This design comes from an exercise in tuning for small area, a short achievable clock period and few clock cycles on the open sky130 flow, not from production work. The RTL was checked by simulation tests, not by an equivalence proof against the original design. Power is estimated from default activity; no workload was simulated.

red:
Design kmsig_transport, start of the top module:
module kmsig_transport (
    input              clk,
    input              rst,
    input              ev_valid,
    output             ev_ready,
    input      [2:0]   ev_type,
    input      [7:0]   ev_data,
    output reg         ans_valid,
    output reg [1:0]   ans_code,
    output reg [7:0]   ans_byte,
    input              init,
    input      [6:0]   init_addr,
    input              dis,
    input              ui_we,
    input      [1:0]   ui_wave,
    input      [63:0]  ui_freq,
    input      [1:0]   chg_clr,
    output             idle,
    output     [1:0]   wave,
    output     [63:0]  freq,
    output     [135:0] str0,
    output     [135:0] str1,
    output     [1:0]   chg
);
clock: 6.0 ns
lec_check: 0
abc_area: 1
cap_margin: 20
core_margin: 2
core_utilization: 40
cts_cluster_diameter: 80
cts_cluster_size: 25
place_density: 0.6
setup_slack_margin: 3.1
slew_margin: 20
standard.sh (not shown) runs the stock make flow with config.mk's settings and CLKGATE_MAP_FILE= SYNTH_SCRIPT=/design/flow/synth_recipe.tcl, a recipe that flattens the netlist after the stock synthesis.
==> flow/flow/run.sh <==
#!/bin/bash
# The standard layout, with the ports buffered by the smallest buffer cell.
set -euo pipefail
bash standard.sh "BUFFER_PORTS_ARGS=-buffer_cell sky130_fd_sc_hd__buf_1" finish > standard_flow.log 2>&1
red closes out successfully: all stages finished, all timing, DRC and antenna checks passed.
Testbench counts of red, summed over its fixed seeds: cycles 13,673.
Relative to red, the following input files were edited for blue:
# red
export LEC_CHECK = 0
export ABC_AREA = 1
export CAP_MARGIN = 20
export CORE_MARGIN = 2
export CORE_UTILIZATION = 40
export CTS_CLUSTER_DIAMETER = 80
export CTS_CLUSTER_SIZE = 25
export PLACE_DENSITY = 0.6
export SETUP_SLACK_MARGIN = 3.1
export SLEW_MARGIN = 20
create_clock -name core_clock -period 6.0 [get_ports {clk}]
# blue
export LEC_CHECK = 0
export ABC_AREA = 1
export CAP_MARGIN = 20
export CORE_MARGIN = 2
export CORE_UTILIZATION = 55
export CTS_CLUSTER_DIAMETER = 80
export CTS_CLUSTER_SIZE = 25
export PLACE_DENSITY = 0.7
export SETUP_SLACK_MARGIN = 2.8
export SLEW_MARGIN = 20
create_clock -name core_clock -period 6.0 [get_ports {clk}]
==> run summary <==
- Every stage of the flow completed for blue, and the final layout passed the timing, DRC and antenna checks.
- Taking red as the reference point, the met1 global-route usage of blue rises by 10 points.
- The clock distribution area overhead in the final layout of red and that of blue are within noise of each other.
- Delta (blue minus red): final instance area went down about 3%, static leakage went down 1.5%.
- Higher sum of routed wire length over all layers among blue and red: red
- For red, the cell with the biggest individual delay on the critical path was dfxtp_2, unlike blue, where it was dfxtp_1.
- Compared with red, in blue vias per cell saw an increase; clock network fraction of design power shows a reduction of 0.2 points.
- Against red, blue comes in 26 lower on number of setup buffers added after CTS.
- Layout filler cell count delta for blue relative to red: about 36% lower
### blue -> green
# blue
export LEC_CHECK = 0
export ABC_AREA = 1
export CAP_MARGIN = 20
export CORE_MARGIN = 2
export CORE_UTILIZATION = 55
export CTS_CLUSTER_DIAMETER = 80
export CTS_CLUSTER_SIZE = 25
export PLACE_DENSITY = 0.7
export SETUP_SLACK_MARGIN = 2.8
export SLEW_MARGIN = 20
create_clock -name core_clock -period 6.0 [get_ports {clk}]
# green
export LEC_CHECK = 0
export ABC_AREA = 1
export CAP_MARGIN = 20
export CORE_MARGIN = 2
export CORE_UTILIZATION = 40
export CTS_CLUSTER_DIAMETER = 90
export CTS_CLUSTER_SIZE = 32
export PLACE_DENSITY = 0.6
export SETUP_SLACK_MARGIN = 3.0
export SLEW_MARGIN = 20
create_clock -name core_clock -period 6.0 [get_ports {clk}]
[summary]
Comparing blue with green, the clock power came out essentially unchanged.
Total power: green above blue
Summary of green over blue: global-route wire length before repair saw an increase, final critical delay including setup and external delays -0.12 ns, post-place instance area up about 1%, number of failing setup endpoints in the final timing report comparable, worst-path maximum fanout picked up an extra 62.
Delta (green minus blue): post-route worst hold slack +0.015 ns; utilization now sits lower; sequential share of layout area now smaller.

---

## job 101
kmsig_transport, a different RTL version from the one above (not shown whole).
For scale: about 510 flip-flops.
Settings: LEC_CHECK=0, ABC_CLOCK_PERIOD_IN_PS=3000, CAP_MARGIN=20, CORE_MARGIN=2, CORE_UTILIZATION=40, CTS_BUF_LIST=sky130_fd_sc_hd__clkbuf_8, CTS_CLUSTER_DIAMETER=50, CTS_CLUSTER_SIZE=20, PLACE_DENSITY=0.6, SETUP_SLACK_MARGIN=2.5, SLEW_MARGIN=20; clock period 6.0 ns.
Scripts as last shown in full above: flow/flow/run.sh
Job 101: flow completed, timing, DRC and antenna clean
Testbench counts of job 101, summed over its fixed seeds: cycles 13,673.
Changes in job 102 relative to job 101:
-- flow/config.mk --
<<< job 101, line 12
export CTS_BUF_LIST = sky130_fd_sc_hd__clkbuf_8
export CTS_CLUSTER_DIAMETER = 50
export CTS_CLUSTER_SIZE = 20
>>> job 102, line 12
- Compared with job 101, job 102 shows a clock buffer count that is about 50% higher.
- Compared job 102 vs job 101, and cell depth of the worst setup path is down in job 102.
- A uppermost metal layer occupied by signal nets of met5 is what job 101 shows, while met4 belongs to job 102.
- Row first-pass GRT wire length: job 102 higher / job 101 lower
- Measured against job 101, the power in the clock group of job 102 comes out at 1.2 times the reference value.
- Job 102 and job 101 ended up with roughly the same total track usage.
- [compare] base=job 101 new=job 102: final worst-path cycle share +1.0 points; via count closely matched the old numbers.

-- separate check: timing with driven ports --
The results above use ideal ports. As a check the final layouts listed here were re-extracted and re-timed, cells and wires unchanged.
Step 1: set_driving_cell puts a clkbuf_16 on clk and a buf_2 on each other input, an assumption about the parent block.
Step 2 adds t to the input delays and takes it off the output delays; t is the mean of the earliest and latest rising clock arrival at the registers after step 1. Input paths then give back, and output paths get back, about the clock's delay inside the block.
a / b / c = ideal ports / drivers / drivers and shift; a / b = the first two.
| run | shift t [ns] | slack for setup (ns) | worst setup path after step 2 |
|---|---|---|---|
| red | 0.665 | 3.021 / 2.964 / 2.395 | input to register |
| blue | 0.663 | 2.943 / 2.883 / 2.336 | input to register |
| green | 0.667 | 3.064 / 3.027 / 2.443 | input to register |
| job 101 | 0.748 | 2.510 / 2.510 / 1.987 | input to register |
| job 102 | 0.667 | 2.450 / 2.450 / 2.018 | input to register |
After both steps every run listed still meets setup and hold. The setup slack of red, which loses most, moves by -0.057 ns with the drivers and by -0.626 ns with both steps.
